Source: an optimization exercise on an open RTL-to-GDS flow (aim: small area). Production flows keep margins and buffers that such runs may drop. Where RTL was checked, it was by simulation tests only, not by an equivalence proof against the original. For run 1, only the layout was checked, not whether the RTL still works. The clock input has no modelled driver; a real chip could not lean on it and would need a root buffer or a full tree. No activity file was given, so power comes from the tool's default toggle rates.

**flow/flow/run.sh**
```bash
#!/bin/bash
# The standard ORFS layout (standard.sh), with three changes:
#  - synthesis maps the logic with the area-oriented ABC script in
#    flow/abc_area.abc instead of ORFS's speed script (the rest of the
#    standard synthesis, synth_recipe.tcl, is unchanged: same registers, same
#    flattening and renaming);
#  - the port buffers are the smallest buffer cell, sky130_fd_sc_hd__buf_1;
#  - clock tree synthesis options (CTS_ARGS below).
# The make output of every step goes to standard.log in this folder; ORFS's
# own per-step logs stay under orfs/logs.
set -euo pipefail
here=$(pwd)
export MY_ABC_SCRIPT=$here/flow/abc_area.abc
{
  head -n 1 synth_recipe.tcl
  cat <<'TCL'
proc abc {args} {
  set i [lsearch -exact $args -script]
  if {$i >= 0} { set args [lreplace $args $i [expr {$i + 1}] -script $::env(MY_ABC_SCRIPT)] }
  yosys abc {*}$args
}
TCL
  tail -n +2 synth_recipe.tcl
} > my_synth.tcl
sed "s#SYNTH_SCRIPT=[^ ]*synth_recipe.tcl#SYNTH_SCRIPT=$here/my_synth.tcl#" standard.sh > my_standard.sh
grep -q "SYNTH_SCRIPT=$here/my_synth.tcl" my_standard.sh
echo 'export BUFFER_PORTS_ARGS = -buffer_cell sky130_fd_sc_hd__buf_1' >> config.mk
CTS_ARGS="-repair_clock_nets -buf_list sky130_fd_sc_hd__clkbuf_4 -dont_use_dummy_load -sink_buffer_max_cap_derate 1.0"
if [ -n "$CTS_ARGS" ]; then echo "export CTS_ARGS = $CTS_ARGS" >> config.mk; fi
bash my_standard.sh > standard.log 2>&1
```
**flow/flow/abc_area.abc**
```
strash
dch
amap
topo

```
**flow/standard.sh**
```bash
#!/bin/bash
# synth_recipe.tcl (not shown) runs the flow's synth.tcl, then flattens the netlist and writes it again
# the make line also repeats each setting of config.mk as NAME=value (left out here)
make -C /OpenROAD-flow-scripts/flow DESIGN_CONFIG=/design/flow/config.mk WORK_HOME=/design/flow/orfs CLKGATE_MAP_FILE= SYNTH_SCRIPT=/design/flow/synth_recipe.tcl "${@:-finish}"
```
**flow/config.mk**
```make
export PLATFORM = sky130hd
export DESIGN_NAME = beebc_core
export DESIGN_NICKNAME = beebc_core
export VERILOG_FILES = /design/flow/design.v
export SDC_FILE = /design/flow/constraint.sdc
export NUM_CORES = 4
export LEC_CHECK = 0
export CAP_MARGIN = 20
export CORE_MARGIN = 2
export CORE_UTILIZATION = 40
export SLEW_MARGIN = 20
export BUFFER_PORTS_ARGS = -buffer_cell sky130_fd_sc_hd__buf_1
export CTS_ARGS = -repair_clock_nets -buf_list sky130_fd_sc_hd__clkbuf_4 -dont_use_dummy_load -sink_buffer_max_cap_derate 1.0
```
**flow/constraint.sdc**
```tcl
create_clock -name core_clock -period 8.0 [get_ports {clk}]
set_input_delay 1.6000 -clock core_clock [delete_from_list [all_inputs] [get_ports {clk}]]
set_output_delay 1.6000 -clock core_clock [all_outputs]
set_load 0.01 [all_outputs]
```
**flow/design.v**
```verilog
module beebc_decoder (
    input  wire [3:0] state,
    input  wire [3:0] opcode,    
    input  wire       cf,
    input  wire       zf,
    output reg  [3:0] next
);
    localparam [3:0] C0   = 4'd0;
    localparam [3:0] C1   = 4'd1;
    localparam [3:0] C2   = 4'd2;
    localparam [3:0] C3   = 4'd3;
    localparam [3:0] C4   = 4'd4;
    localparam [3:0] C5   = 4'd5;
    localparam [3:0] C6   = 4'd6;
    localparam [3:0] C7   = 4'd7;
    localparam [3:0] LDA  = 4'd8;
    localparam [3:0] ADD  = 4'd10;
    localparam [3:0] SUB  = 4'd11;
    localparam [3:0] STA  = 4'd12;
    localparam [3:0] OUT  = 4'd13;
    localparam [3:0] JMP  = 4'd14;
    localparam [3:0] CPY  = 4'd9;
    localparam [3:0] HLT  = 4'd15;
    always @(*) begin
        case (state)
            C0:  next = C1;
            C1:  next = C2;
            C2:
                case (opcode)
                    4'd1:    next = LDA;
                    4'd2:    next = ADD;
                    4'd3:    next = SUB;
                    4'd4:    next = STA;
                    4'd6:    next = JMP;
                    4'd7:    next = cf ? JMP : C3;    
                    4'd8:    next = zf ? JMP : C3;    
                    4'd14:   next = OUT;
                    4'd15:   next = HLT;
                    default: next = C3;               
                endcase
            C3:  next = C4;
            C4:  next = C5;
            C5:  next = C6;
            C6:  next = C7;
            C7:  next = C0;
            LDA: next = C4;
            ADD: next = CPY;
            SUB: next = CPY;
            STA: next = C4;
            OUT: next = C4;
            JMP: next = C4;
            CPY: next = C5;
            default: next = HLT;                      
        endcase
    end
endmodule
module beebc_core (
    input  wire       clk,
    input  wire       rst,         
    output wire [3:0] mem_addr,
    input  wire [7:0] mem_rdata,
    output wire [7:0] mem_wdata,
    output wire       mem_we,
    output wire [7:0] out,
    output wire       out_strobe,
    output wire       halted
);
    localparam [3:0] C0   = 4'd0;
    localparam [3:0] C1   = 4'd1;
    localparam [3:0] C2   = 4'd2;
    localparam [3:0] C3   = 4'd3;
    localparam [3:0] C4   = 4'd4;
    localparam [3:0] C5   = 4'd5;
    localparam [3:0] C6   = 4'd6;
    localparam [3:0] C7   = 4'd7;
    localparam [3:0] LDA  = 4'd8;
    localparam [3:0] ADD  = 4'd10;
    localparam [3:0] SUB  = 4'd11;
    localparam [3:0] STA  = 4'd12;
    localparam [3:0] OUT  = 4'd13;
    localparam [3:0] JMP  = 4'd14;
    localparam [3:0] CPY  = 4'd9;
    localparam [3:0] HLT  = 4'd15;
    reg  [3:0] state;
    reg  [3:0] pc;
    reg  [3:0] m;       
    reg  [7:0] a;
    reg  [7:0] alu;
    reg        cf;
    reg        zf;
    wire [3:0] next;
    beebc_decoder u_dec (
        .state  (state),
        .opcode (mem_rdata[7:4]),
        .cf     (cf),
        .zf     (zf),
        .next   (next)
    );
    wire fetch  = (state == C2);
    wire s_lda  = (state == LDA);
    wire s_alu  = (state == ADD) | (state == SUB);    
    wire s_sub  = state[0];    
    wire s_copy = (state == CPY);                     
    wire s_step = (state == C3) | (state == LDA) | (state == ADD) | (state == SUB) |
                  (state == STA) | (state == OUT);    
    wire [7:0] b = mem_rdata ^ {8{s_sub}};
    wire [8:0] c;
    wire [7:0] r;
    assign c[0] = s_sub;
    genvar i;
    generate
        for (i = 0; i < 8; i = i + 1) begin : g_add
            assign r[i]   = a[i] ^ b[i] ^ c[i];
            assign c[i+1] = (a[i] & b[i]) | (c[i] & (a[i] ^ b[i]));
        end
    endgenerate
    wire ovf = c[8] ^ s_sub;
    wire is_ldi = fetch & (mem_rdata[7:4] == 4'd5);
    wire a_from_alu = ~rst & s_copy;
    wire a_from_mem = ~rst & (s_lda | is_ldi);
    wire a_hold     = ~rst & ~(s_copy | s_lda | is_ldi);
    wire [7:0] ld   = {mem_rdata[7:4] & {4{~fetch}}, mem_rdata[3:0]};
    wire alu_load   = ~rst & s_alu & ~ovf;
    wire alu_hold   = ~rst & ~(s_alu & ~ovf);
    always @(posedge clk) begin
        m   <= pc + 4'd1;
        a   <= ({8{a_from_alu}} & alu) | ({8{a_from_mem}} & ld) | ({8{a_hold}} & a);
        alu <= ({8{alu_load}} & r) | ({8{alu_hold}} & alu);
        if (rst) begin
            state <= C0;
            pc    <= 4'd0;
            cf    <= 1'b0;
            zf    <= 1'b0;
        end else begin
            state <= next;
            if (fetch)
                pc <= mem_rdata[3:0];
            else if (s_step)
                pc <= m;
            if (s_alu) begin
                cf <= ovf;
                zf <= ~ovf & (r == 8'h00);
            end
        end
    end
    assign mem_addr   = pc;
    assign mem_wdata  = a;
    assign mem_we     = (state == STA);
    assign out        = a;
    assign out_strobe = (state == OUT);
    assign halted     = (state == HLT);
endmodule
```
==> impl_results.md, run 1 <==
* Power share of the clock group at 0.158
* Clock-pin slew on the worst setup and hold paths at 0.09 ns
* Combinational group share of total power at 0.410
* Final core occ at 0.469
* Required @ worst endpoint at between 8 and 9 ns
* GPL Wtd Cong at between 0.8 and 0.9
* Via/cell ratio at 5.38
* Buffer count from post-CTS setup fixing at 0
* Resized cells post-CTS at 0
* CTS Buf Count at 5
* Initial antenna violation count at 0
* Hold_buf cts at 0
* Synthesized cell area at approximately 1600 µm²
* Part of the power in registers at 0.432
* Vias in the first global route at 1439
* Final Non-Filler Cells at 269
* Cell Area, Placed at ~1700 µm²
* Met3 Use GR at 0.0591
* Share of layout cells above drive strength 1 at 0.0317
* Fmax at approximately 180 MHz
* Tot Pwr at 470 µW
* First DRT Iteration DRCs at about 110
* Grt ovf at 0
* Max-slew violations at 0
* RSZ-0062 raised after global routing: false
* Status: complete, no violations
* Die area at 4490 µm²
* Crit path max fanout at 10
* Synth Warn # at 2
* Initial Utilization at 0.424
* Clock root buffer: clkbuf_4
* H-tree lvl count at 2
* Die Y at 67.0 µm
* Fin area at 1760 µm²
* Min Tclk post-route at roughly 5.6 ns
* 1st-pass router iterations at 5
* Startpoint type of the worst setup path: input pin
* Mapped Cells at 191
* Pint at 278 µW
* # rows at 22
* Post-synthesis sequential area ratio at 0.379
* Number of distinct library cells after synthesis at 27
* #FFs+latches synth at 30
* P_sw at ~190 µW
* Skew-Pair Late Insertion Delay at 0.32 ns
* Relative slew margins at 0.301
* Clock sink count at 30
* Tightest Pin Transition at around 1.0 ns
* Mapped Nets at 209
* Setup WS pre-CTS at 1.72 ns
* Worst Setup End Kind: register
* DRC viols at 0
* Total track usage at 0.200
* CTS tree: built
* Die Wd at about 67 µm
* Final worst path period share at 0.695
* Final ANT Viol Nets at 0
* DR WL/cell at 14.6 µm
* IO Port Bufs at 32
* Most frequent cells in the layout: 32 x buf_1, 31 x clkinv_1, 30 x dfxtp_1
* Hpwl dp at 3010 µm
* Setup CP Type: input pin to register
* Hold Vio Cnt, Final at 0
* Grt met2 use at 0.303
* CTS Buffer Depth at 2
* Setup TNS at 0 ns
* Diodes inserted at 0
* NumNets Final at 241
* Maximum VDD drop at about 0.00014 V
* Hold WC Path Type: register to register
* Setup violators final at 0
* First-pass GRT wire length at roughly 6600 µm
* IO Pins at 33
* CP arrival at 5.76 ns
* CORE AREA at 3740 µm²
* Gr busiest metal: met2
* Via Count at approximately 1400
* PD cells at 267 nW/µm²
* Worst hold slack at roughly 0.43 ns
* Sw Ratio at 0.408
* Worst Skew at ~0.013 ns
* Pin count of the biggest net entering global routing at 16
* Commonest non-fill, non-tap cell in the layout: buf_1
* Routed WL at 3920 µm
* Area added between synthesis and finish at 10.7%
* Placed Cells at 264
* Leakage at 0.631 nW
* Post-route setup slack at 2.44 ns
* Met1 GRT Util at 0.264
* Syn avg cell area at between 8 and 9 µm²
* Max-cap violation count at 0
final timing paths:
kind,depth (start not counted),from,endpoint,slack [ns]
setup / recovery,15,mem_rdata[1],alu[2]$_DFF_P_,2.44
hold / removal,1,pc[0]$_SDFFE_PP0P_,m[0]$_DFF_P_,0.43
setup reg to reg,15,state[0]$_SDFF_PP0_,alu[2]$_DFF_P_,2.88
hold reg to reg,1,pc[0]$_SDFFE_PP0P_,m[0]$_DFF_P_,0.43
Yosys cell counts:
cell type / count / area [µm²]
a2111oi_0: 1 / 8.76
a211oi_1: 2 / 15.0
a21oi_1: 2 / 10.0
a221o_1: 3 / 30.0
a221oi_1: 4 / 35.0
a222oi_1: 5 / 50.1
a22oi_1: 1 / 7.51
a31oi_1: 3 / 18.8
a32o_1: 7 / 70.1
buf_4: 8 / 60.1
clkinv_1: 31 / 116
dfxtp_1: 30 / 601
fa_1: 7 / 140
ha_1: 1 / 12.5
nand2_1: 16 / 60.1
nand3_1: 4 / 20.0
nor2_1: 29 / 109
nor3_1: 9 / 45.0
nor4_1: 4 / 25.0
o211a_1: 1 / 10.0
o21a_1: 1 / 7.51
o21ai_0: 8 / 40.0
o22ai_1: 9 / 56.3
o32ai_1: 1 / 8.76
o41ai_1: 1 / 8.76
or2_0: 1 / 6.26
or4_1: 2 / 15.0
power groups by stage:
stage          clock network (mW)  registers (mW)  logic (mW)
2_1_floorplan                   0           0.207       0.132
3_3_place_gp                    0           0.207       0.197
3_5_place_dp                    0           0.207       0.191
4_1_cts                    0.0785           0.203       0.193
5_1_grt                    0.0853           0.207       0.222
6_report                   0.0744           0.203       0.193
layer usage:
layer | part of all wire | wire [µm]
met1 | 0.50 | 1950
met5 | 0 | 0
met3 | 0.045 | 178
met4 | 0.0087 | 34
met2 | 0.45 | 1760
area by class of cell:
cell class	instances	area (µm²)
tap	48	60.1
timing repair buffer	33	128
multi-input combinational	122	815
fill	410	1990
inverter	31	116
sequential	30	601
clock buffer	5	37.5
cells by family (layout without fill, tap and decap cells):
kind of cell	count (synthesis)	after routing	synth area share
compound gates	49	49	0.237
flops	30	30	0.379
simple gates	65	65	0.177
fa+ha+maj	8	8	0.0962
buf+inv	39	69	0.111
worst max-delay path, stage by stage:
cell      delay, ns
buf_1          0.11
nand2_1        0.07
o21ai_0        0.12
fa_1           0.42
fa_1           0.39
fa_1           0.42
fa_1           0.39
fa_1           0.37
clkinv_1       0.06
fa_1           0.15
clkinv_1       0.07
fa_1           0.40
a211oi_2       0.59
nor2_1         0.28
a32o_1         0.28
state kept, by name, indices dropped and copies added (netlist names):
signal  cells
zf          1
cf          1
pc          4
m           4
state       4
a           8
alu         8
==> inputs of run 2 (changes only) <==
--- a/flow/design.v
+++ b/flow/design.v
@@ -8,17 +8,17 @@
     localparam [3:0] C0   = 4'd0;
-    localparam [3:0] C1   = 4'd1;
+    localparam [3:0] C1   = 4'd9;
     localparam [3:0] C2   = 4'd2;
-    localparam [3:0] C3   = 4'd3;
-    localparam [3:0] C4   = 4'd4;
-    localparam [3:0] C5   = 4'd5;
-    localparam [3:0] C6   = 4'd6;
-    localparam [3:0] C7   = 4'd7;
-    localparam [3:0] LDA  = 4'd8;
-    localparam [3:0] ADD  = 4'd10;
-    localparam [3:0] SUB  = 4'd11;
-    localparam [3:0] STA  = 4'd12;
-    localparam [3:0] OUT  = 4'd13;
-    localparam [3:0] JMP  = 4'd14;
-    localparam [3:0] CPY  = 4'd9;
-    localparam [3:0] HLT  = 4'd15;
+    localparam [3:0] C3   = 4'd8;
+    localparam [3:0] C4   = 4'd7;
+    localparam [3:0] C5   = 4'd4;
+    localparam [3:0] C6   = 4'd5;
+    localparam [3:0] C7   = 4'd1;
+    localparam [3:0] LDA  = 4'd10;
+    localparam [3:0] ADD  = 4'd15;
+    localparam [3:0] SUB  = 4'd14;
+    localparam [3:0] STA  = 4'd11;
+    localparam [3:0] OUT  = 4'd12;
+    localparam [3:0] JMP  = 4'd13;
+    localparam [3:0] CPY  = 4'd6;
+    localparam [3:0] HLT  = 4'd3;
     always @(*) begin
@@ -68,17 +68,17 @@
     localparam [3:0] C0   = 4'd0;
-    localparam [3:0] C1   = 4'd1;
+    localparam [3:0] C1   = 4'd9;
     localparam [3:0] C2   = 4'd2;
-    localparam [3:0] C3   = 4'd3;
-    localparam [3:0] C4   = 4'd4;
-    localparam [3:0] C5   = 4'd5;
-    localparam [3:0] C6   = 4'd6;
-    localparam [3:0] C7   = 4'd7;
-    localparam [3:0] LDA  = 4'd8;
-    localparam [3:0] ADD  = 4'd10;
-    localparam [3:0] SUB  = 4'd11;
-    localparam [3:0] STA  = 4'd12;
-    localparam [3:0] OUT  = 4'd13;
-    localparam [3:0] JMP  = 4'd14;
-    localparam [3:0] CPY  = 4'd9;
-    localparam [3:0] HLT  = 4'd15;
+    localparam [3:0] C3   = 4'd8;
+    localparam [3:0] C4   = 4'd7;
+    localparam [3:0] C5   = 4'd4;
+    localparam [3:0] C6   = 4'd5;
+    localparam [3:0] C7   = 4'd1;
+    localparam [3:0] LDA  = 4'd10;
+    localparam [3:0] ADD  = 4'd15;
+    localparam [3:0] SUB  = 4'd14;
+    localparam [3:0] STA  = 4'd11;
+    localparam [3:0] OUT  = 4'd12;
+    localparam [3:0] JMP  = 4'd13;
+    localparam [3:0] CPY  = 4'd6;
+    localparam [3:0] HLT  = 4'd3;
     reg  [3:0] state;
@@ -101,3 +101,3 @@
     wire s_alu  = (state == ADD) | (state == SUB);    
-    wire s_sub  = state[0];    
+    wire s_sub  = ~state[0];    
     wire s_copy = (state == CPY);                     
==> impl_results.md, run 2 <==
* Status: complete, no violations
* Clock-pin slew on the worst setup and hold paths at 0.09 ns (about the same)
* Maximum VDD drop at 0.000165 V (+21%)
* Required @ worst endpoint at 8.19 ns (about the same)
* Relative slew margins at 0.592 (+0.291)
* Max-cap violation count at 0 (unchanged)
* Area added between synthesis and finish at 10.6% (about the same)
* Number of distinct library cells after synthesis at 24 (-11%)
* Tightest Pin Transition at 0.610 ns (-0.431 ns)
* Leakage at 0.560 nW (-11%)
* Hold WC Path Type: register to register
* Final core occ at 0.455 (-0.0147)
* Most used standard cell by instance count after synthesis: dfxtp_1
* Grt ovf at 0 (unchanged)
* Final ANT Viol Nets at 0 (unchanged)
* PD cells at 198 nW/µm² (-26%)
* Setup CP Type: input pin to register
* Tot Pwr at 325 µW (-31%)
* Fmax at 203 MHz (+13%)
* Commonest cells in the synthesized netlist: 30 x dfxtp_1, 28 x clkinv_1, 20 x nor2_1
* Clock sink count at 30 (unchanged)
* CTS Buffer Depth at 2 (unchanged)
* Top cells by area, synth: dfxtp_1 41%, fa_1 9.5%, clkinv_1 7.1%, o21ai_0 5.7%, a222oi_1 5.4%
* Crit path max fanout at 9 (-1)
* Routed WL at 3400 µm (-13%)
* Mapped Cells at 177 (-7.3%)
* Worst Setup End Kind: register
* First DRT Iteration DRCs at 88 (-23%)
* Worst Skew at 0.0151 ns (+0.00179 ns)
* Synth area leader: dfxtp_1
* Setup WS pre-CTS at 2.78 ns (+1.06 ns)
* CORE AREA at 3610 µm² (-3.7%)
* Skew-Pair Late Insertion Delay at 0.33 ns (about the same)
* #FFs+latches synth at 30 (unchanged)
* Pin count of the biggest net entering global routing at 15 (-1)
* Startpoint type of the worst setup path: input pin
* Syn avg cell area at 8.37 µm² (+0.76%)
* Final worst path period share at 0.616 (-0.0785)
* Ys flop type: dfxtp_1
* Vias in the first global route at 1293 (-10%)
* Post-synthesis sequential area ratio at 0.405 (+0.0269)
* Via/cell ratio at 5.30 (-1.4%)
* Commonest non-fill, non-tap cell in the layout: buf_1
* Total track usage at 0.181 (-0.0199)
* Resized cells post-CTS at 0 (unchanged)
* DR WL/cell at 13.4 µm (-8.0%)
* Synthesized cell area at 1480 µm² (-6.6%)
* Clock root buffer: clkbuf_4
* Via Count at 1347 (-6.9%)
* Mapped Nets at 195 (-6.7%)
* IO Port Bufs at 32 (unchanged)
* Share of layout cells above drive strength 1 at 0.0243 (-0.00740)
* Diodes inserted at 0 (unchanged)
* Number of synthesized flops with an enable pin at 0 (unchanged)
* First-pass GRT wire length at 5790 µm (-13%)
* Max-slew violations at 0 (unchanged)
* CP arrival at 5.12 ns (-0.64 ns)
* 1st-pass router iterations at 5 (unchanged)
* Setup TNS at 0 ns (unchanged)
* CTS tree: built
* DRC viols at 0 (unchanged)
* Die Wd at 64.9 µm (-3.2%)
* Die Y at 64.9 µm (-3.2%)
* CTS Buf Count at 5 (unchanged)
* IO Pins at 33 (unchanged)
* # rows at 22 (unchanged)
* Hpwl dp at 2620 µm (-13%)
* Die area at 4210 µm² (-6.2%)
* Initial Utilization at 0.411 (-0.0130)
* Most frequent cells in the layout: 32 x buf_1, 30 x dfxtp_1, 28 x clkinv_1
* GPL Wtd Cong at 0.823 (-3.1%)
* NumNets Final at 226 (-6.2%)
* Top-area cell type share of the netlist area at 0.405 (+0.0269)
* Post-synth ARST share at 0 (unchanged)
* Buffer count from post-CTS setup fixing at 0 (unchanged)
* Setup violators final at 0 (unchanged)
* RSZ-0062 raised after global routing: false
* Synth Warn # at 2 (unchanged)
* Initial antenna violation count at 0 (unchanged)
* Hold_buf cts at 0 (unchanged)
* Post-route setup slack at 3.07 ns (+0.628 ns)
* Min Tclk post-route at 4.93 ns (-0.628 ns)
* H-tree lvl count at 2 (unchanged)
* Biggest regs: a (8), alu (8)
* Hold Vio Cnt, Final at 0 (unchanged)
run 2: cell types whose count changed in the layout (fill, tap and decap cells not counted), sizes merged, moves of 4 or more:
cell	delta
nor2	-9
o21ai	+9
a22oi	+4
a221oi	-4
nor3	-5
a32o	-7
run 2: worst paths after layout:
path                        from             end  slack (ns)  cells past startpoint
min           pc[0]$_SDFFE_PP0P_    m[0]$_DFF_P_        0.45                      1
max reg2reg  state[0]$_SDFF_PP0_  alu[0]$_DFF_P_        3.82                     13
min reg2reg   pc[0]$_SDFFE_PP0P_    m[0]$_DFF_P_        0.45                      1
max                 mem_rdata[0]  alu[0]$_DFF_P_        3.07                     14
run 2: cell type report:
type	instances	area [µm²]
repair buffers	32	120
fillers	398	1970
multi-input cells	111	716
inverters	28	105
flip-flops and latches	30	601
well taps	48	60.1
clock buffers	5	37.5
run 2: cell families (layout without fill, tap and decap cells):
family,after synthesis,after routing,synth area share
AOI/OAI and AO/OA,50,50,0.226
adders and majority gates,8,8,0.103
buffers and inverters,36,65,0.111
DFF,30,30,0.405
and+or+nand+nor,53,53,0.154
run 2: power breakdown:
| part | switching, mW | internal [mW] |
|---|---|---|
| Combinational | 0.0476 | 0.0268 |
| Clock | 0.0468 | 0.0293 |
| Sequential | 0.0142 | 0.161 |
run 2: metal layers:
| layer | track usage | routed length (µm) | up-vias |
|---|---|---|---|
| li1 | - | - | 681 |
| met1 | 0.233 | 1610 | 618 |
| met2 | 0.267 | 1520 | 37 |
| met3 | 0.0608 | 193 | 11 |
| met4 | 0.0931 | 78 | 0 |
| met5 | 0 | 0 | - |
run 2: critical path, cell delays in order:
cell and delay (ns):
buf_1 0.21, o22ai_1 0.13, fa_1 0.41, fa_1 0.39, fa_1 0.39, fa_1 0.40, fa_1 0.37, clkinv_1 0.06
fa_1 0.17, fa_1 0.19, clkinv_1 0.06, o221ai_1 0.17, or2_0 0.38, o21ai_0 0.16
run 2: through the flow:
stage               std cells  area [µm²]  hold slack (ns)
CTS                       254        1640            0.443
floorplan                 177        1480            0.424
detailed placement        249        1600            0.419
finish                    254        1640            0.446
global placement          249        1600            0.408
global route              254        1640            0.465
==> inputs of run 3 (changes only) <==
--- a/flow/flow/run.sh
+++ b/flow/flow/run.sh
@@ -7,3 +7,6 @@
 #  - the port buffers are the smallest buffer cell, sky130_fd_sc_hd__buf_1;
-#  - clock tree synthesis options (CTS_ARGS below).
+#  - clock tree synthesis options (CTS_ARGS below), after which
+#    flow/collapse.tcl (run by ORFS as the POST_CTS_TCL hook) merges the
+#    clock tree into one buffer, a sky130_fd_sc_hd__clkbuf_16, that drives every register.
+
 # The make output of every step goes to standard.log in this folder; ORFS's
@@ -29,2 +32,4 @@
 if [ -n "$CTS_ARGS" ]; then echo "export CTS_ARGS = $CTS_ARGS" >> config.mk; fi
+echo "export POST_CTS_TCL = $here/flow/collapse.tcl" >> config.mk
+echo 'export COLLAPSE_ROOT_CELL = sky130_fd_sc_hd__clkbuf_16' >> config.mk
 bash my_standard.sh > standard.log 2>&1
==> flow/flow/collapse.tcl (new file) <==
# Collapse the clock tree built by CTS into its root buffer: every sink of a
# leaf buffer moves to the root buffer's output net, and the leaf buffers
# (and any dummy loads) are removed. The root buffer is then resized to the
# cell named by COLLAPSE_ROOT_CELL, if set.
set block [ord::get_db_block]
set root [$block findInst clkbuf_0_clk]
if {$root == "NULL"} { error "collapse: no root clock buffer clkbuf_0_clk" }
set rootnet [[$root findITerm X] getNet]
set n 0
foreach inst [$block getInsts] {
  set name [$inst getName]
  if {$inst == $root} continue
  if {[string match "clkbuf_*_clk" $name] || [string match "clkload*" $name]} {
    set xterm ""
    foreach it [$inst getITerms] { if {[$it isOutputSignal]} { set xterm $it } }
    if {$xterm != ""} {
      set outnet [$xterm getNet]
      if {$outnet != "NULL"} {
        foreach it [$outnet getITerms] {
          if {$it != $xterm} { $it disconnect; $it connect $rootnet }
        }
      }
    }
    foreach it [$inst getITerms] { $it disconnect }
    odb::dbInst_destroy $inst
    if {$xterm != "" && $outnet != "NULL"} { odb::dbNet_destroy $outnet }
    incr n
  }
}
puts "collapse: removed $n clock tree cells"
if {[info exists ::env(COLLAPSE_ROOT_CELL)]} {
  $root swapMaster [[ord::get_db] findMaster $::env(COLLAPSE_ROOT_CELL)]
}
--- a/flow/config.mk
+++ b/flow/config.mk
@@ -9,3 +9,3 @@
 export CORE_MARGIN = 2
-export CORE_UTILIZATION = 40
+export CORE_UTILIZATION = 65
 export SLEW_MARGIN = 20
@@ -13 +13,3 @@
 export CTS_ARGS = -repair_clock_nets -buf_list sky130_fd_sc_hd__clkbuf_4 -dont_use_dummy_load -sink_buffer_max_cap_derate 1.0
+export POST_CTS_TCL = /design/flow/flow/collapse.tcl
+export COLLAPSE_ROOT_CELL = sky130_fd_sc_hd__clkbuf_16
==> impl_results.md, run 3 <==
* Worst path top cell family by delay: adder cells
* Skew-Pair Late Insertion Delay at 0.17 ns (-0.16 ns)
* DR WL/cell at 14.3 µm (+6.9%)
* Die Wd at 51.7 µm (-20%)
* Max-cap violation count at 0 (unchanged)
* Hpwl dp at 2490 µm (-5.2%)
* IO Port Bufs at 32 (unchanged)
* First DRT Iteration DRCs at 111 (+26%)
* Status: complete, no violations
* Mapped Cells at 177 (unchanged)
* Commonest cells in the synthesized netlist: 30 x dfxtp_1, 28 x clkinv_1, 20 x nor2_1
* Crit-path cells: buf_1, nand2_1, o21ai_0, fa_1, fa_1, fa_1, fa_1, fa_1, clkinv_1, fa_1, fa_1, clkinv_1, o221ai_1, or2_0, o32ai_1
* Via/cell ratio at 6.15 (+16%)
* Fmax at 195 MHz (-4.0%)
* PD cells at 193 nW/µm² (-2.6%)
* Synth Warn # at 2 (unchanged)
* Post-route setup slack at 2.86 ns (-0.206 ns)
* Post-Synth Simple-Gate Area at 0.154 (unchanged)
* GPL Wtd Cong at 0.835 (+1.5%)
* Most frequent cells in the layout: 32 x buf_1, 30 x dfxtp_1, 28 x clkinv_1
* Max-slew violations at 0 (unchanged)
* Biggest regs: a (8), alu (8)
* R2R depth at 13 (unchanged)
* CP endpoint: zf$_SDFFE_PP0P_
* Initial Utilization at 0.676 (+0.265)
* Mux cell area share after synthesis at 0 (unchanged)
* Setup TNS at 0 ns (unchanged)
* Pin count of the biggest net entering global routing at 31 (+16)
* Fill cells at 178 (-55%)
* CP Depth at 15 (+1)
* Sequential cell area at 601 µm² (unchanged)
* Top cells by area, synth: dfxtp_1 41%, fa_1 9.5%, clkinv_1 7.1%, o21ai_0 5.7%, a222oi_1 5.4%
* Final ANT Viol Nets at 0 (unchanged)
* XOR/XNOR share of the synthesized area at 0 (unchanged)
* DRT met1 WL at 1360 µm (-16%)
* RR Startpoint: state[0]$_SDFF_PP0_
* Final worst path period share at 0.642 (+0.0258)
* Total track usage at 0.314 (+0.134)
* CP arrival at 5.17 ns (+0.05 ns)
* Clock sink count at 30 (unchanged)
* Setup CP Type: input pin to register
* Synth Area in Compound Gates at 0.226 (unchanged)
* Maximum VDD drop at 0.000231 V (+40%)
* DRC viols at 0 (unchanged)
* Crit path max fanout at 9 (unchanged)
* Reg2reg setup slack at 3.74 ns (-0.08 ns)
* Startpoint type of the worst setup path: input pin
* Top-area cell type share of the netlist area at 0.405 (unchanged)
* Post-synth ARST share at 0 (unchanged)
* Ys flop type: dfxtp_1
* Mapped Nets at 195 (unchanged)
* Worst hold slack at 0.438 ns (-0.00807 ns)
* Critical Path Slowest Stage Cell: fa_1
* Commonest non-fill, non-tap cell in the layout: buf_1
* Relative slew margins at 0.583 (-0.00833)
* Max Used Layer: met4
* Synthesized cell area at 1480 µm² (unchanged)
* FF-to-FF End: zf$_SDFFE_PP0P_
* Grt ovf at 0 (unchanged)
* Setup violators final at 0 (unchanged)
* Share of layout cells above drive strength 1 at 0.00495 (-0.0193)
* # rows at 17 (-23%)
* Area added between synthesis and finish at 8.11%
* CORE AREA at 2190 µm² (-39%)
* Multi-input gate area at 716 µm² (unchanged)
* Initial antenna violation count at 0 (unchanged)
* 1st-pass router iterations at 6 (+1)
* Vias in the first global route at 1276 (-1.3%)
* Min Tclk post-route at 5.14 ns (+0.206 ns)
* NumNets Final at 222 (-1.8%)
* Setup WS pre-CTS at 2.73 ns (-0.0464 ns)
* Die area at 2680 µm² (-36%)
* Via Count at 1415 (+5.0%)
* IO Pins at 33 (unchanged)
* Post-Synth Adder-Cell Area at 0.103 (unchanged)
* Leakage at 0.550 nW (-1.9%)
* Worst Skew at 0.00384 ns (-0.0113 ns)
* Clock-pin slew on the worst setup and hold paths at 0.11 ns (+0.02 ns)
* Met3 WL post-DR at 318 µm (+65%)
* Largest family of logic cells by synthesized area: compound AO/OA/AOI/OAI gates
* #FFs+latches synth at 30 (unchanged)
* Tightest Pin Transition at 0.623 ns (+0.0125 ns)
* Number of distinct library cells after synthesis at 24 (unchanged)
* First-pass GRT wire length at 5690 µm (-1.7%)
* Setup crit start: mem_rdata[1]
* Routed WL at 3300 µm (-3.2%)
* Synth area leader: dfxtp_1
* Number of synthesized flops with an enable pin at 0 (unchanged)
* Required @ worst endpoint at 8.04 ns (-0.15 ns)
* Diodes inserted at 0 (unchanged)
* Die Y at 51.7 µm (-20%)
* Hold Vio Cnt, Final at 0 (unchanged)
* Hold WC Path Type: register to register
* Buf+Inv Stages, Crit Path at 3 (unchanged)
* Most used standard cell by instance count after synthesis: dfxtp_1
* Worst Setup End Kind: register
* WL met2 at 1560 µm (+2.7%)
* Tot Pwr at 310 µW (-4.9%)
* CP dominant cell by count: fa_1
* Syn avg cell area at 8.37 µm² (unchanged)
* RSZ-0062 raised after global routing: false
* CP max stage delay at 0.45 ns (+0.04 ns)
* Post-synthesis sequential area ratio at 0.405 (unchanged)
run 3: cell count changes in the layout (fill, tap and decap cells not counted), sizes merged:
cell / before / now
clkbuf: 5 / 1
run 3: how the worst min path moves through the flow:
stage,start,cells past startpoint,to
6_report,pc[0]$_SDFFE_PP0P_,1,m[0]$_DFF_P_
3_5_place_dp,pc[0]$_SDFFE_PP0P_,1,m[0]$_DFF_P_
2_1_floorplan,alu[2]$_DFF_P_,2,alu[2]$_DFF_P_
5_1_grt,pc[0]$_SDFFE_PP0P_,1,m[0]$_DFF_P_
3_3_place_gp,pc[0]$_SDFFE_PP0P_,1,m[0]$_DFF_P_
run 3: power breakdown:
group	internal, mW	switching [mW]
Sequential	0.161	0.0141
Clock	0.0233	0.0367
Combinational	0.0269	0.0478
Total	0.211	0.0986
run 3: area by class of cell:
| type | instances | area share |
|---|---|---|
| clock buffers | 1 | 0.0156 |
| repair buffers | 32 | 0.0750 |
| well taps | 28 | 0.0219 |
| flip-flops and latches | 30 | 0.375 |
| inverters | 28 | 0.0656 |
| multi-input cells | 111 | 0.447 |
run 3: metal layers:
metal	GRT usage	vias up
met1	0.442	645
met3	0.0316	9
met2	0.528	87
met5	0	-
met4	0.0658	0
li1	-	674
run 3: cells by family after synthesis:
logic type,count (synthesis)
simple gates,53
flops,30
buf+inv,36
fa+ha+maj,8
compound gates,50
run 3: worst register-to-register path: cells and delay by family, from the launching register on:
| kind | cells | cell delay (ns) |
|---|---|---|
| AOI/OAI and AO/OA | 3 | 0.57 |
| adders and majority gates | 7 | 2.38 |
| and+or+nand+nor | 1 | 0.40 |
| buffers and inverters | 2 | 0.14 |
| DFF | 1 | 0.64 |
run 3: metrics by stage:
stage | std cells | util | instance area (µm²)
3_5_place_dp | 229 | 0.720 | 1580
3_3_place_gp | 229 | 0.720 | 1580
2_1_floorplan | 177 | - | 1480
6_report | 230 | 0.731 | 1600
5_1_grt | 230 | 0.731 | 1600
==> inputs of run 4 (changes only) <==
--- a/flow/flow/collapse.tcl
+++ b/flow/flow/collapse.tcl
@@ -33 +33,4 @@
 }
+# The root buffer may have grown: legalize the placement again.
+detailed_placement
+check_placement -verbose
--- a/flow/config.mk
+++ b/flow/config.mk
@@ -9,3 +9,3 @@
 export CORE_MARGIN = 2
-export CORE_UTILIZATION = 65
+export CORE_UTILIZATION = 50
 export SLEW_MARGIN = 20
==> impl_results.md, run 4 <==
* DR WL/cell at 14.3 µm (-0.48%)
* NumNets Final at 222 (unchanged)
* Worst Setup End Kind: register
* Number of distinct library cells after synthesis at 24 (unchanged)
* Min Tclk post-route at 5.04 ns (-0.0987 ns)
* Critical Path Slowest Stage Cell: fa_1
* Worst Skew at 0.00506 ns (+0.00122 ns)
* Startpoint type of the worst setup path: input pin
* First-pass GRT wire length at 5350 µm (-5.9%)
* Area added between synthesis and finish at 8.36%
* DRC viols at 0 (unchanged)
* Pin count of the biggest net entering global routing at 31 (unchanged)
* Status: complete, no violations
* # rows at 19 (+2)
* Initial Utilization at 0.533 (-0.144)
* 1st-pass router iterations at 17 (+11)
* Clock sink count at 30 (unchanged)
* CP max stage delay at 0.41 ns (-0.04 ns)
* Most used standard cell by instance count after synthesis: dfxtp_1
* Skew-Pair Late Insertion Delay at 0.17 ns (about the same)
* Leakage at 0.550 nW (unchanged)
* Synth area leader: dfxtp_1
* Mapped Nets at 195 (unchanged)
* Most frequent cells in the layout: 32 x buf_1, 30 x dfxtp_1, 28 x clkinv_1
* Hpwl dp at 2500 µm (+0.68%)
* Final core occ at 0.577 (-0.154)
* Final Non-Filler Cells at 233 (+1.3%)
* Initial antenna violation count at 0 (unchanged)
* Die Y at 58.4 µm (+13%)
* Post-synth ARST share at 0 (unchanged)
* Hold Vio Cnt, Final at 0 (unchanged)
* First DRT Iteration DRCs at 211 (+90%)
* Die area at 3410 µm² (+28%)
* IO Port Bufs at 32 (unchanged)
* Tightest Pin Transition at 0.604 ns (-0.0188 ns)
* Placed Cells at 232 (+1.3%)
* PD cells at 194 nW/µm² (+0.29%)
* Ys flop type: dfxtp_1
* CP arrival at 5.09 ns (-0.08 ns)
* Setup violators final at 0 (unchanged)
* Syn avg cell area at 8.37 µm² (unchanged)
* Hold WC Path Type: register to register
* Maximum VDD drop at 0.000175 V (-24%)
* Final worst path period share at 0.630 (-0.0123)
* CP dominant cell by count: fa_1
* Synthesized cell area at 1480 µm² (unchanged)
* Via Count at 1364 (-3.6%)
* Vias in the first global route at 1243 (-2.6%)
* Commonest non-fill, non-tap cell in the layout: buf_1
* Number of synthesized flops with an enable pin at 0 (unchanged)
* GPL Wtd Cong at 0.794 (-4.9%)
* Total track usage at 0.228 (-0.0868)
* Biggest regs: a (8), alu (8)
* Diodes inserted at 0 (unchanged)
* Grt ovf at 0 (unchanged)
* IO Pins at 33 (unchanged)
* Via/cell ratio at 5.85 (-4.8%)
* Top-area cell type share of the netlist area at 0.405 (unchanged)
* Setup WS pre-CTS at 2.79 ns (+0.0643 ns)
* Synth Warn # at 2 (unchanged)
* Routed WL at 3320 µm (+0.82%)
* Post-route setup slack at 2.96 ns (+0.0987 ns)
* Max-cap violation count at 0 (unchanged)
* Fmax at 198 MHz (+2.0%)
* Crit-path cells: buf_1, o22ai_1, fa_1, fa_1, fa_1, fa_1, fa_1, clkinv_1, fa_1, fa_1, clkinv_1, o221ai_1, or2_0, o21ai_0
* CORE AREA at 2780 µm² (+27%)
* Post-synthesis sequential area ratio at 0.405 (unchanged)
* Max-slew violations at 0 (unchanged)
* Setup CP Type: input pin to register
* Worst hold slack at 0.439 ns (+0.00167 ns)
* Setup TNS at 0 ns (unchanged)
* Die Wd at 58.4 µm (+13%)
* Clock-pin slew on the worst setup and hold paths at 0.11 ns (about the same)
* #FFs+latches synth at 30 (unchanged)
* Share of layout cells above drive strength 1 at 0.00495 (unchanged)
* Mapped Cells at 177 (unchanged)
* Commonest cells in the synthesized netlist: 30 x dfxtp_1, 28 x clkinv_1, 20 x nor2_1
* Crit path max fanout at 9 (unchanged)
* Final ANT Viol Nets at 0 (unchanged)
* Relative slew margins at 0.596 (+0.0126)
* Required @ worst endpoint at 8.05 ns (about the same)
* Top cells by area, synth: dfxtp_1 41%, fa_1 9.5%, clkinv_1 7.1%, o21ai_0 5.7%, a222oi_1 5.4%
* RSZ-0062 raised after global routing: false
-- run 4: cell counts after synthesis --
Identical to the previous run, type by type.
-- run 4: layer usage --
layer | wire, µm | GRT usage
met5 | 0 | 0
met4 | 16 | 0.0498
met3 | 320 | 0.0352
met2 | 1550 | 0.361
met1 | 1440 | 0.329
-- run 4: worst paths after layout --
check	slack, ns	from	end	depth (start not counted)
worst max register to register	3.83	state[0]$_SDFF_PP0_	alu[1]$_DFF_P_	13
worst min-delay path	0.44	pc[0]$_SDFFE_PP0P_	m[0]$_DFF_P_	1
worst min register to register	0.44	pc[0]$_SDFFE_PP0P_	m[0]$_DFF_P_	1
worst max-delay path	2.96	mem_rdata[0]	alu[1]$_DFF_P_	14
-- run 4: layout make-up --
| type | instances | area [µm²] |
|---|---|---|
| clock buffers | 1 | 25.0 |
| fillers | 270 | 1180 |
| flip-flops and latches | 30 | 601 |
| repair buffers | 32 | 120 |
| multi-input cells | 111 | 716 |
| well taps | 31 | 38.8 |
| inverters | 28 | 105 |
-- run 4: where the power goes --
part           switching (mW)  internal [mW]  leakage (nW)
clock                  0.0396         0.0234        0.0123
combinational          0.0463         0.0270         0.294
sequential             0.0140          0.161         0.243
-- run 4: through the flow --
stage	cell area, µm²	power [mW]
2_1_floorplan	1480	0.230
3_3_place_gp	1580	0.251
3_5_place_dp	1580	0.251
5_1_grt	1610	0.329
6_report	1610	0.311
-- run 4: critical path: cells and delay by family --
kind | cells | cell delay, ns
compound gates | 3 | 0.46
fa+ha+maj | 7 | 2.31
buf+inv | 3 | 0.31
simple gates | 1 | 0.40
-- run 4: logic make-up (layout without fill, tap and decap cells) --
family,Yosys count,count (layout),share of synthesized area
AND/OR/NAND/NOR,53,53,0.154
flip-flops,30,30,0.405
adder cells (fa/ha/maj),8,8,0.103
AO/OA/AOI/OAI,50,50,0.226
buffers and inverters,36,61,0.111
==> inputs of run 5 (changes only) <==
--- a/flow/config.mk
+++ b/flow/config.mk
@@ -9,3 +9,3 @@
 export CORE_MARGIN = 2
-export CORE_UTILIZATION = 50
+export CORE_UTILIZATION = 40
 export SLEW_MARGIN = 20
==> impl_results.md, run 5 <==
* Setup CP Type: input pin to register
* Worst Skew at 0.00333 ns (-0.00172 ns)
* Setup WS pre-CTS at 2.78 ns (-0.0179 ns)
* # rows at 22 (+3)
* Fmax at 197 MHz (-0.72%)
* Commonest cells in the synthesized netlist: 30 x dfxtp_1, 28 x clkinv_1, 20 x nor2_1
* Max-cap violation count at 0 (unchanged)
* Hold WC Path Type: register to register
* Min Tclk post-route at 5.07 ns (+0.0367 ns)
* Tot Pwr at 310 µW (-0.44%)
* Status: complete, no violations
* Number of synthesized flops with an enable pin at 0 (unchanged)
* Commonest non-fill, non-tap cell in the layout: buf_1
* Grt ovf at 0 (unchanged)
* GPL Wtd Cong at 0.823 (+3.7%)
* Die area at 4210 µm² (+23%)
* Final Non-Filler Cells at 250 (+7.3%)
* Area added between synthesis and finish at 9.80%
* Post-route setup slack at 2.93 ns (-0.0368 ns)
* Total track usage at 0.194 (-0.0341)
* First-pass GRT wire length at 5700 µm (+6.4%)
* DR WL/cell at 13.6 µm (-4.9%)
* Diodes inserted at 0 (unchanged)
* Post-synth ARST share at 0 (unchanged)
* NumNets Final at 222 (unchanged)
* Die Wd at 64.9 µm (+11%)
* Biggest regs: a (8), alu (8)
* Via/cell ratio at 5.43 (-7.2%)
* #FFs+latches synth at 30 (unchanged)
* Tightest Pin Transition at 0.571 ns (-0.0327 ns)
* Skew-Pair Late Insertion Delay at 0.17 ns (about the same)
* Maximum VDD drop at 0.000123 V (-30%)
* Share of layout cells above drive strength 1 at 0.00495 (unchanged)
* Clock-pin slew on the worst setup and hold paths at 0.11 ns (about the same)
* CORE AREA at 3610 µm² (+30%)
* Syn avg cell area at 8.37 µm² (unchanged)
* Top-area cell type share of the netlist area at 0.405 (unchanged)
* Most used standard cell by instance count after synthesis: dfxtp_1
* Fin area at 1630 µm² (+1.3%)
* Crit path max fanout at 9 (unchanged)
* IO Pins at 33 (unchanged)
* Placed Cells at 249 (+7.3%)
* Relative slew margins at 0.618 (+0.0219)
* Die Y at 64.9 µm (+11%)
* Synthesized cell area at 1480 µm² (unchanged)
* DRC viols at 0 (unchanged)
* Leakage at 0.550 nW (unchanged)
* Mapped Nets at 195 (unchanged)
* Routed WL at 3390 µm (+2.0%)
* Worst hold slack at 0.450 ns (+0.0108 ns)
* Setup violators final at 0 (unchanged)
* Initial Utilization at 0.411 (-0.122)
* Hpwl dp at 2620 µm (+4.7%)
* Mapped Cells at 177 (unchanged)
* Top cells by area, synth: dfxtp_1 41%, fa_1 9.5%, clkinv_1 7.1%, o21ai_0 5.7%, a222oi_1 5.4%
* Pin count of the biggest net entering global routing at 31 (unchanged)
* Cell Area, Placed at 1600 µm² (+1.3%)
* Max-slew violations at 0 (unchanged)
* Startpoint type of the worst setup path: input pin
* Ys flop type: dfxtp_1
* Synth area leader: dfxtp_1
* Setup TNS at 0 ns (unchanged)
* Hold Vio Cnt, Final at 0 (unchanged)
* Final ANT Viol Nets at 0 (unchanged)
* Initial antenna violation count at 0 (unchanged)
* CP arrival at 5.12 ns (+0.03 ns)
* PD cells at 190 nW/µm² (-1.7%)
* Most frequent cells in the layout: 32 x buf_1, 30 x dfxtp_1, 28 x clkinv_1
* Required @ worst endpoint at 8.04 ns (about the same)
* Final worst path period share at 0.634 (+0.00459)
* IO Port Bufs at 32 (unchanged)
* Via Count at 1358 (-0.44%)
* Post-synthesis sequential area ratio at 0.405 (unchanged)
* Vias in the first global route at 1256 (+1.0%)
* Worst Setup End Kind: register
* First DRT Iteration DRCs at 188 (-11%)
* Clock sink count at 30 (unchanged)
* 1st-pass router iterations at 5 (-12)
* Synth Warn # at 2 (unchanged)
* Final core occ at 0.451 (-0.126)
* RSZ-0062 raised after global routing: false
* Number of distinct library cells after synthesis at 24 (unchanged)
run 5: layout make-up:
cell class                      count  area [µm²]
Multi-Input combinational cell    111         716
Tap cell                           48        60.1
Clock buffer                        1        25.0
Timing Repair Buffer               32         120
Fill cell                         398        1980
Sequential cell                    30         601
Inverter                           28         105
run 5: kinds of logic after synthesis:
| family | share of synthesized area |
|---|---|
| adders and majority gates | 0.103 |
| buffers and inverters | 0.111 |
| AOI/OAI and AO/OA | 0.226 |
| DFF | 0.405 |
| and+or+nand+nor | 0.154 |
run 5: critical path, stage by stage:
cell and delay [ns]:
buf_1 0.21, o22ai_1 0.13, fa_1 0.41, fa_1 0.39
fa_1 0.39, fa_1 0.40, fa_1 0.37, clkinv_1 0.06
fa_1 0.18, fa_1 0.19, clkinv_1 0.06, o221ai_1 0.17
or2_0 0.38, o32ai_1 0.15
run 5: path summary, 6_finish.rpt:
path                       start               to  slack [ns]  depth (start not counted)
max reg2reg  state[0]$_SDFF_PP0_  zf$_SDFFE_PP0P_        3.83                         13
max                 mem_rdata[0]  zf$_SDFFE_PP0P_        2.93                         14
min           pc[0]$_SDFFE_PP0P_     m[0]$_DFF_P_        0.45                          1
min reg2reg   pc[0]$_SDFFE_PP0P_     m[0]$_DFF_P_        0.45                          1
run 5: power breakdown:
group / internal, mW / switching, mW / leakage, nW
Sequential: 0.161 / 0.0145 / 0.243
Combinational: 0.0268 / 0.0474 / 0.294
Clock: 0.0233 / 0.0371 / 0.0123
run 5: layer usage:
metal | routed length, µm | up-vias | share of wire | track usage
met2 | 1610 | 51 | 0.47 | 0.302
met1 | 1560 | 627 | 0.46 | 0.278
met4 | 25 | 0 | 0.0074 | 0.0479
met3 | 199 | 4 | 0.059 | 0.0330
met5 | 0 | - | 0 | 0
li1 | - | 676 | - | -
==> inputs of run 6 (changes only) <==
--- a/flow/design.v
+++ b/flow/design.v
@@ -109,5 +109,7 @@
     assign c[0] = s_sub;
+    assign r[0] = a[0] ^ mem_rdata[0];
+    assign c[1] = s_sub ? (a[0] | ~mem_rdata[0]) : (a[0] & mem_rdata[0]);
     genvar i;
     generate
-        for (i = 0; i < 8; i = i + 1) begin : g_add
+        for (i = 1; i < 8; i = i + 1) begin : g_add
             assign r[i]   = a[i] ^ b[i] ^ c[i];
==> impl_results.md, run 6 <==
* CP max stage delay at 0.40 ns (about the same)
* Mapped Cells at 181 (+2.3%)
* Total track usage at 0.204 (+0.0101)
* Startpoint type of the worst setup path: input pin
* First-pass GRT wire length at 5910 µm (+3.6%)
* NumNets Final at 226 (+1.8%)
* Hold Vio Cnt, Final at 0 (unchanged)
* DRC viols at 0 (unchanged)
* Max Used Layer: met4
* Fmax at 200 MHz (+1.6%)
* Hold WC Path Type: register to register
* Final ANT Viol Nets at 0 (unchanged)
* Relative slew margins at 0.551 (-0.0666)
* Via/cell ratio at 5.37 (-1.1%)
* Tightest Pin Transition at 0.671 ns (+0.0995 ns)
* 1st-pass router iterations at 8 (+3)
* Commonest cells in the synthesized netlist: 30 x dfxtp_1, 29 x clkinv_1, 23 x nor2_1
* Die Y at 65.1 µm (+0.44%)
* Number of distinct library cells after synthesis at 26 (+8.3%)
* #FFs+latches synth at 30 (unchanged)
* Post-synth ARST share at 0 (unchanged)
* # rows at 22 (unchanged)
* Mapped Nets at 199 (+2.1%)
* IO Pins at 33 (unchanged)
* Die Wd at 65.1 µm (+0.44%)
* Via Count at 1365 (+0.52%)
* Post-route setup slack at 3.00 ns (+0.0780 ns)
* Vias in the first global route at 1290 (+2.7%)
* Top-area cell type share of the netlist area at 0.402 (-0.00373)
* Syn avg cell area at 8.26 µm² (-1.3%)
* Skew-Pair Late Insertion Delay at 0.17 ns (about the same)
* Leakage at 0.555 nW (+0.98%)
* Crit-path cells: buf_1, clkinv_1, o22ai_1, fa_1, fa_1, fa_1, fa_1, fa_1, clkinv_1, fa_1, fa_1, clkinv_1, o221ai_1, or2_0, o21ai_0
* Initial antenna violation count at 0 (unchanged)
* Most frequent cells in the layout: 32 x buf_1, 30 x dfxtp_1, 29 x clkinv_1
* Diodes inserted at 0 (unchanged)
* Setup WS pre-CTS at 2.79 ns (+0.0161 ns)
* WL met2 at 1620 µm (+0.44%)
* Synth area leader: dfxtp_1
* Maximum VDD drop at 0.0000989 V (-20%)
* Setup CP Type: input pin to register
* Hpwl dp at 2640 µm (+0.61%)
* Share of layout cells above drive strength 1 at 0.00485 (-0.0000961)
* Clock sink count at 30 (unchanged)
* Synthesized cell area at 1500 µm² (+0.93%)
* CORE AREA at 3630 µm² (+0.76%)
* Synth Warn # at 2 (unchanged)
* Status: complete, no violations
* Critical Path Slowest Stage Cell: fa_1
* Routed WL at 3520 µm (+3.8%)
* Initial Utilization at 0.412 (+0.000675)
* PD cells at 192 nW/µm² (+1.0%)
* Clock-pin slew on the worst setup and hold paths at 0.11 ns (about the same)
* Worst Skew at 0.00263 ns (-0.000706 ns)
* Final worst path period share at 0.625 (-0.00975)
* Area added between synthesis and finish at 9.71% (about the same)
* First DRT Iteration DRCs at 183 (-2.7%)
* Grt ovf at 0 (unchanged)
* CP dominant cell by count: fa_1
* Crit path max fanout at 8 (-1)
* DRT met1 WL at 1640 µm (+5.5%)
* Most used standard cell by instance count after synthesis: dfxtp_1
* Ys flop type: dfxtp_1
* Setup TNS at 0 ns (unchanged)
* GPL Wtd Cong at 0.832 (+1.0%)
* Post-synthesis sequential area ratio at 0.402 (-0.00373)
* Number of synthesized flops with an enable pin at 0 (unchanged)
* Die area at 4240 µm² (+0.88%)
* Max-cap violation count at 0 (unchanged)
* Met3 WL post-DR at 241 µm (+21%)
* Min Tclk post-route at 5.00 ns (-0.0780 ns)
* IO Port Bufs at 32 (unchanged)
* Setup violators final at 0 (unchanged)
* CP arrival at 5.05 ns (-0.07 ns)
* Pin count of the biggest net entering global routing at 31 (unchanged)
* DR WL/cell at 13.9 µm (+2.2%)
* Worst Setup End Kind: register
* Max-slew violations at 0 (unchanged)
* Required @ worst endpoint at 8.06 ns (+0.02 ns)
* Biggest regs: a (8), alu (8)
* Top cells by area, synth: dfxtp_1 40%, fa_1 9.4%, clkinv_1 7.3%, nor2_1 5.8%, o21ai_0 5.4%
* RSZ-0062 raised after global routing: false
* Commonest non-fill, non-tap cell in the layout: buf_1
[run 6: stage by stage]
step	std cells	power (mW)	hold slack (ns)	cell area, µm²	utilization
finish	254	0.316	0.447	1640	0.451
global route	254	0.338	0.472	1640	0.451
detailed placement	253	0.257	0.430	1620	0.445
global placement	253	0.258	0.422	1620	0.445
floorplan	181	0.234	0.424	1500	-
[run 6: kinds of logic after synthesis]
logic type,count (synthesis),synth area share
DFF,30,0.402
adders and majority gates,8,0.102
buffers and inverters,37,0.113
and+or+nand+nor,55,0.155
AOI/OAI and AO/OA,51,0.228
[run 6: worst paths after layout]
kind / slack (ns) / depth (start not counted) / start / end
worst min-delay path: 0.45 / 1 / pc[0]$_SDFFE_PP0P_ / m[0]$_DFF_P_
worst max-delay path: 3.00 / 15 / mem_rdata[0] / alu[0]$_DFF_P_
worst min register to register: 0.45 / 1 / pc[0]$_SDFFE_PP0P_ / m[0]$_DFF_P_
worst max register to register: 3.79 / 14 / state[0]$_SDFF_PP0_ / alu[0]$_DFF_P_
[run 6: final cells by class]
class                      instances  area (µm²)
sequential                        30         601
timing repair buffer              32         120
fill                             414        1990
clock buffer                       1        25.0
inverter                          29         109
tap                               48        60.1
multi-input combinational        114         726
[run 6: worst max-delay path, delay by kind of cell]
family | cells | cell delay [ns]
compound gates | 3 | 0.44
buf+inv | 4 | 0.31
simple gates | 1 | 0.37
fa+ha+maj | 7 | 2.32
[run 6: report_power, final]
group          switching (mW)  internal (mW)
Combinational          0.0502         0.0287
Clock                  0.0384         0.0233
Sequential             0.0138          0.161
Total                   0.102          0.213
[run 6: metal layers]
layer,up-vias,global-route usage
li1,678,-
met1,629,0.301
met2,56,0.322
met3,2,0.0274
met4,0,0.0391
met5,-,0
==> inputs of run 7 (changes only) <==
--- a/flow/design.v
+++ b/flow/design.v
@@ -109,7 +109,5 @@
     assign c[0] = s_sub;
-    assign r[0] = a[0] ^ mem_rdata[0];
-    assign c[1] = s_sub ? (a[0] | ~mem_rdata[0]) : (a[0] & mem_rdata[0]);
     genvar i;
     generate
-        for (i = 1; i < 8; i = i + 1) begin : g_add
+        for (i = 0; i < 8; i = i + 1) begin : g_add
             assign r[i]   = a[i] ^ b[i] ^ c[i];
--- a/flow/flow/run.sh
+++ b/flow/flow/run.sh
@@ -9,3 +9,3 @@
 #    flow/collapse.tcl (run by ORFS as the POST_CTS_TCL hook) merges the
-#    clock tree into one buffer, a sky130_fd_sc_hd__clkbuf_16, that drives every register.
+#    clock tree into one buffer, a sky130_fd_sc_hd__buf_12, that drives every register.
 
@@ -33,3 +33,3 @@
 echo "export POST_CTS_TCL = $here/flow/collapse.tcl" >> config.mk
-echo 'export COLLAPSE_ROOT_CELL = sky130_fd_sc_hd__clkbuf_16' >> config.mk
+echo 'export COLLAPSE_ROOT_CELL = sky130_fd_sc_hd__buf_12' >> config.mk
 bash my_standard.sh > standard.log 2>&1
--- a/flow/config.mk
+++ b/flow/config.mk
@@ -14,2 +14,2 @@
 export POST_CTS_TCL = /design/flow/flow/collapse.tcl
-export COLLAPSE_ROOT_CELL = sky130_fd_sc_hd__clkbuf_16
+export COLLAPSE_ROOT_CELL = sky130_fd_sc_hd__buf_12
==> impl_results.md, run 7 <==
* Total track usage at 0.195 (-0.00896)
* NumNets Final at 222 (-1.8%)
* Crit-path cells: buf_1, o22ai_1, fa_1, fa_1, fa_1, fa_1, fa_1, clkinv_1, fa_1, fa_1, clkinv_1, o221ai_1, or2_0, o32ai_1
* Required @ worst endpoint at 8.02 ns (-0.04 ns)
* Biggest regs: a (8), alu (8)
* #FFs+latches synth at 30 (unchanged)
* Clock-pin slew on the worst setup and hold paths at 0.11 ns (about the same)
* Hold WC Path Type: register to register
* Most used standard cell by instance count after synthesis: dfxtp_1
* Initial Utilization at 0.411 (-0.000675)
* RSZ-0062 raised after global routing: false
* 1st-pass router iterations at 5 (-3)
* CP arrival at 5.11 ns (+0.06 ns)
* Skew-Pair Late Insertion Delay at 0.14 ns (-0.03 ns)
* Die Wd at 64.9 µm (-0.44%)
* Area added between synthesis and finish at 9.46%
* Met3 Use GR at 0.0382 (+0.0108)
* Crit path max fanout at 9 (+1)
* Multi-input gate area at 716 µm² (-1.4%)
* Min Tclk post-route at 5.09 ns (+0.0921 ns)
* Leakage at 0.547 nW (-1.5%)
* Final worst path period share at 0.636 (+0.0115)
* Clock sink count at 30 (unchanged)
* Commonest non-fill, non-tap cell in the layout: buf_1
* Die Y at 64.9 µm (-0.44%)
* # rows at 22 (unchanged)
* Grt met2 use at 0.302 (-0.0206)
* Critical Path Slowest Stage Cell: fa_1
* Top cells by area, synth: dfxtp_1 41%, fa_1 9.5%, clkinv_1 7.1%, o21ai_0 5.7%, a222oi_1 5.4%
* Routed WL at 3380 µm (-3.9%)
* Ys flop type: dfxtp_1
* Tot Pwr at 307 µW (-2.8%)
* Synthesized cell area at 1480 µm² (-0.92%)
* PD cells at 189 nW/µm² (-1.7%)
* Post-route setup slack at 2.91 ns (-0.0921 ns)
* First-pass GRT wire length at 5710 µm (-3.4%)
* Final ANT Viol Nets at 0 (unchanged)
* Top-area cell type share of the netlist area at 0.405 (+0.00373)
* Sequential cell area at 601 µm² (unchanged)
* Number of synthesized flops with an enable pin at 0 (unchanged)
* CORE AREA at 3610 µm² (-0.76%)
* Hold Vio Cnt, Final at 0 (unchanged)
* Gr busiest metal: met2
* DR WL/cell at 13.5 µm (-2.4%)
* Syn avg cell area at 8.37 µm² (+1.3%)
* Hpwl dp at 2620 µm (-0.61%)
* Setup CP Type: input pin to register
* Mapped Nets at 195 (-2.0%)
* DRC viols at 0 (unchanged)
* Most frequent cells in the layout: 32 x buf_1, 30 x dfxtp_1, 28 x clkinv_1
* Number of distinct library cells after synthesis at 24 (-7.7%)
* Share of layout cells above drive strength 1 at 0.00495 (+0.0000961)
* Fmax at 197 MHz (-1.8%)
* Diodes inserted at 0 (unchanged)
* GPL Wtd Cong at 0.823 (-1.0%)
* Pin count of the biggest net entering global routing at 31 (unchanged)
* Worst Skew at 0.00314 ns (+0.000516 ns)
* Relative slew margins at 0.613 (+0.0613)
* Maximum VDD drop at 0.000120 V (+22%)
* Cell Area, Placed at 1600 µm² (-0.85%)
* Synth Warn # at 2 (unchanged)
* Worst Setup End Kind: register
* Via/cell ratio at 5.46 (+1.7%)
* Met1 GRT Util at 0.278 (-0.0228)
* Setup TNS at 0 ns (unchanged)
* Commonest cells in the synthesized netlist: 30 x dfxtp_1, 28 x clkinv_1, 20 x nor2_1
* Max-slew violations at 0 (unchanged)
* Mapped Cells at 177 (-2.2%)
* Status: complete, no violations
* Post-synth ARST share at 0 (unchanged)
* Post-synthesis sequential area ratio at 0.405 (+0.00373)
* Setup violators final at 0 (unchanged)
* Die area at 4210 µm² (-0.87%)
* Vias in the first global route at 1256 (-2.6%)
* IO Pins at 33 (unchanged)
* CP max stage delay at 0.41 ns (about the same)
* Setup WS pre-CTS at 2.78 ns (-0.0161 ns)
* CP dominant cell by count: fa_1
* Tightest Pin Transition at 0.579 ns (-0.0916 ns)
* IO Port Bufs at 32 (unchanged)
* Fill cells at 398 (-3.9%)
* Synth area leader: dfxtp_1
* Max-cap violation count at 0 (unchanged)
* First DRT Iteration DRCs at 154 (-16%)
* Via Count at 1366 (+0.073%)
* Fin area at 1620 µm² (-1.1%)
* Initial antenna violation count at 0 (unchanged)
* Grt ovf at 0 (unchanged)
* Startpoint type of the worst setup path: input pin
-- run 7: layout make-up --
type | count | area share
inverter | 28 | 0.0648
clock buffer | 1 | 0.0123
timing repair buffer | 32 | 0.0741
sequential | 30 | 0.370
tap | 48 | 0.0370
multi-input combinational | 111 | 0.441
-- run 7: layer usage --
| layer | vias up | wire length [µm] |
|---|---|---|
| met3 | 4 | 228 |
| met1 | 630 | 1530 |
| met5 | - | 0 |
| met2 | 57 | 1600 |
| li1 | 675 | - |
| met4 | 0 | 26 |
-- run 7: final timing paths --
| kind | startpoint | endpoint | slack, ns | cells past startpoint |
|---|---|---|---|---|
| worst max register to register | state[0]$_SDFF_PP0_ | zf$_SDFFE_PP0P_ | 3.83 | 13 |
| worst min-delay path | pc[0]$_SDFFE_PP0P_ | m[0]$_DFF_P_ | 0.45 | 1 |
| worst min register to register | pc[0]$_SDFFE_PP0P_ | m[0]$_DFF_P_ | 0.45 | 1 |
| worst max-delay path | mem_rdata[0] | zf$_SDFFE_PP0P_ | 2.91 | 14 |
-- run 7: per-stage QoR --
stage                      util  std cells  hold slack, ns
final                     0.450        250           0.451
after global routing      0.450        250           0.471
after detailed placement  0.444        249           0.419
after global placement    0.444        249           0.408
after floorplan               -        177           0.424
-- run 7: kinds of logic (layout without fill, tap and decap cells) --
| logic type | after synthesis | count (layout) | synth area share |
|---|---|---|---|
| AO/OA/AOI/OAI | 50 | 50 | 0.226 |
| AND/OR/NAND/NOR | 53 | 53 | 0.154 |
| flip-flops | 30 | 30 | 0.405 |
| adder cells (fa/ha/maj) | 8 | 8 | 0.103 |
| buffers and inverters | 36 | 61 | 0.111 |
-- run 7: report_power, final --
part | internal, mW | leakage [nW] | switching (mW)
Clock | 0.0205 | 0.00940 | 0.0368
Combinational | 0.0268 | 0.294 | 0.0475
Sequential | 0.161 | 0.243 | 0.0145
-- run 7: worst max-delay path: cells and delay by family --
kind	cells	cell delay (ns)
simple gates	1	0.38
compound gates	3	0.45
fa+ha+maj	7	2.33
buf+inv	3	0.32
==> inputs of run 8 (changes only) <==
==> flow/flow/abc_area.abc (replaced) <==
strash
dch
amap -F 20 -A 40 -C 1000
topo

==> impl_results.md, run 8 <==
* Number of distinct library cells after synthesis at 27 (+13%)
* Crit path max fanout at 9 (unchanged)
* CP max stage delay at 0.84 ns (+0.43 ns)
* 1st-pass router iterations at 8 (+3)
* Relative slew margins at 0.309 (-0.303)
* Crit-path cells: buf_1, nand2_1, o21ai_0, fa_1, fa_1, fa_1, fa_1, fa_1, clkinv_1, fa_1, fa_1, nor2_1, a211oi_1, nor2_1, a32o_1
* Startpoint type of the worst setup path: input pin
* Total track usage at 0.191 (-0.00324)
* Ys flop type: dfxtp_1
* Worst Skew at 0.00193 ns (-0.00122 ns)
* Setup violators final at 0 (unchanged)
* GPL Wtd Cong at 0.832 (+1.0%)
* Vias in the first global route at 1173 (-6.6%)
* Synth Warn # at 2 (unchanged)
* Hold WC Path Type: register to register
* Top-area cell type share of the netlist area at 0.406 (+0.00103)
* Max-slew violations at 0 (unchanged)
* Status: complete, no violations
* Commonest cells in the synthesized netlist: 30 x dfxtp_1, 23 x clkinv_1, 19 x nor2_1
* #FFs+latches synth at 30 (unchanged)
* Sequential cell area at 601 µm² (unchanged)
* R2R depth at 13 (unchanged)
* Final worst path period share at 0.724 (+0.0880)
* First DRT Iteration DRCs at 206 (+34%)
* # rows at 22 (unchanged)
* Tightest Pin Transition at 1.03 ns (+0.451 ns)
* DR WL/cell at 14.8 µm (+9.3%)
* Fill cells at 354 (-11%)
* Commonest non-fill, non-tap cell in the layout: buf_1
* Syn avg cell area at 8.96 µm² (+7.0%)
* Final ANT Viol Nets at 0 (unchanged)
* Max-cap violation count at 0 (unchanged)
* Worst Setup End Kind: register
* Via Count at 1392 (+1.9%)
* Top cells by area, synth: dfxtp_1 41%, fa_1 9.5%, a222oi_1 6.1%, clkinv_1 5.8%, nor2_1 4.8%
* Min Tclk post-route at 5.79 ns (+0.704 ns)
* Die Wd at 64.8 µm (-0.12%)
* Setup crit start: mem_rdata[1]
* Final Non-Filler Cells at 238 (-4.8%)
* Skew-Pair Late Insertion Delay at 0.14 ns (about the same)
* Hpwl dp at 2690 µm (+2.7%)
* DRC viols at 0 (unchanged)
* Reg2reg setup slack at 3.03 ns (-0.80 ns)
* Area added between synthesis and finish at 9.48% (about the same)
* Number of synthesized flops with an enable pin at 0 (unchanged)
* First-pass GRT wire length at 5580 µm (-2.3%)
* Hold Vio Cnt, Final at 0 (unchanged)
* Setup TNS at 0 ns (unchanged)
* NumNets Final at 210 (-5.4%)
* IO Pins at 33 (unchanged)
* Initial Utilization at 0.410 (-0.00104)
* Die Y at 64.8 µm (-0.12%)
* Share of layout cells above drive strength 1 at 0.00526 (+0.000313)
* RR Startpoint: state[0]$_SDFF_PP0_
* CP Depth at 15 (+1)
* Required @ worst endpoint at 8.05 ns (+0.03 ns)
* Multi-input gate area at 731 µm² (+2.1%)
* CP arrival at 5.84 ns (+0.73 ns)
* Setup CP Type: input pin to register
* Maximum VDD drop at 0.000120 V (-0.45%)
* Worst path top cell family by delay: adder cells
* PD cells at 189 nW/µm² (-0.22%)
* Clock-pin slew on the worst setup and hold paths at 0.11 ns (about the same)
* IO Port Bufs at 32 (unchanged)
* Placed Cells at 237 (-4.8%)
* Most frequent cells in the layout: 32 x buf_1, 30 x dfxtp_1, 23 x clkinv_1
* Grt ovf at 0 (unchanged)
* CP dominant cell by count: fa_1
* CP endpoint: alu[1]$_DFF_P_
* Die area at 4200 µm² (-0.23%)
* FF-to-FF End: alu[1]$_DFF_P_
==> run 8: cell types whose count changed in the layout (fill, tap and decap cells not counted), moves of 3 or more <==
| cell | before | now |
|---|---|---|
| a32o_1 | 0 | 6 |
| clkinv_1 | 28 | 23 |
| nand2_1 | 18 | 12 |
| nand3_1 | 5 | 2 |
| nor4_1 | 1 | 4 |
| o21ai_0 | 17 | 14 |
==> run 8: cell families (layout without fill, tap and decap cells) <==
kind of cell / count (synthesis) / in the layout / synth area share
simple gates: 43 / 43 / 0.131
buf+inv: 31 / 56 / 0.0991
flops: 30 / 30 / 0.406
fa+ha+maj: 8 / 8 / 0.103
compound gates: 53 / 53 / 0.260
==> run 8: layout make-up <==
type	instances	area share
clock buffers	1	0.0124
inverters	23	0.0534
multi-input cells	104	0.452
flip-flops and latches	30	0.371
well taps	48	0.0371
repair buffers	32	0.0742
==> run 8: where the power goes <==
part | internal (mW) | leakage [nW] | switching [mW]
logic | 0.0262 | 0.279 | 0.0463
registers | 0.161 | 0.243 | 0.0139
clock network | 0.0205 | 0.00940 | 0.0378
==> run 8: worst min path at each step <==
stage	slack (ns)	to	depth (start not counted)	startpoint
after floorplan	0.42	cf$_SDFFE_PP0P_	2	cf$_SDFFE_PP0P_
after global placement	0.40	m[0]$_DFF_P_	1	pc[0]$_SDFFE_PP0P_
after detailed placement	0.41	m[0]$_DFF_P_	1	pc[0]$_SDFFE_PP0P_
after global routing	0.47	m[0]$_DFF_P_	1	pc[0]$_SDFFE_PP0P_
final	0.44	m[0]$_DFF_P_	1	pc[0]$_SDFFE_PP0P_
==> run 8: through the flow <==
stage	hold slack [ns]	setup WS [ns]	utilization
detailed placement	0.410	2.10	0.443
global placement	0.403	2.24	0.443
floorplan	0.422	2.67	-
global route	0.471	1.96	0.449
finish	0.436	2.21	0.449
==> run 8: worst reg2reg max path, cell delays in order (launching register included) <==
cell,delay [ns]
dfxtp_1,0.70
o21ai_0,0.23
fa_1,0.44
fa_1,0.39
fa_1,0.39
fa_1,0.39
fa_1,0.37
clkinv_1,0.07
fa_1,0.17
fa_1,0.19
nor2_1,0.05
a211oi_1,0.84
nor2_1,0.31
a32o_1,0.31
==> run 8: layer usage <==
layer  vias to the layer above  GRT usage  share of wire
met1                       651      0.287           0.44
met2                        85      0.293           0.46
li1                        650          -              -
met3                         6     0.0243          0.083
met5                         -          0              0
met4                         0     0.0426          0.016
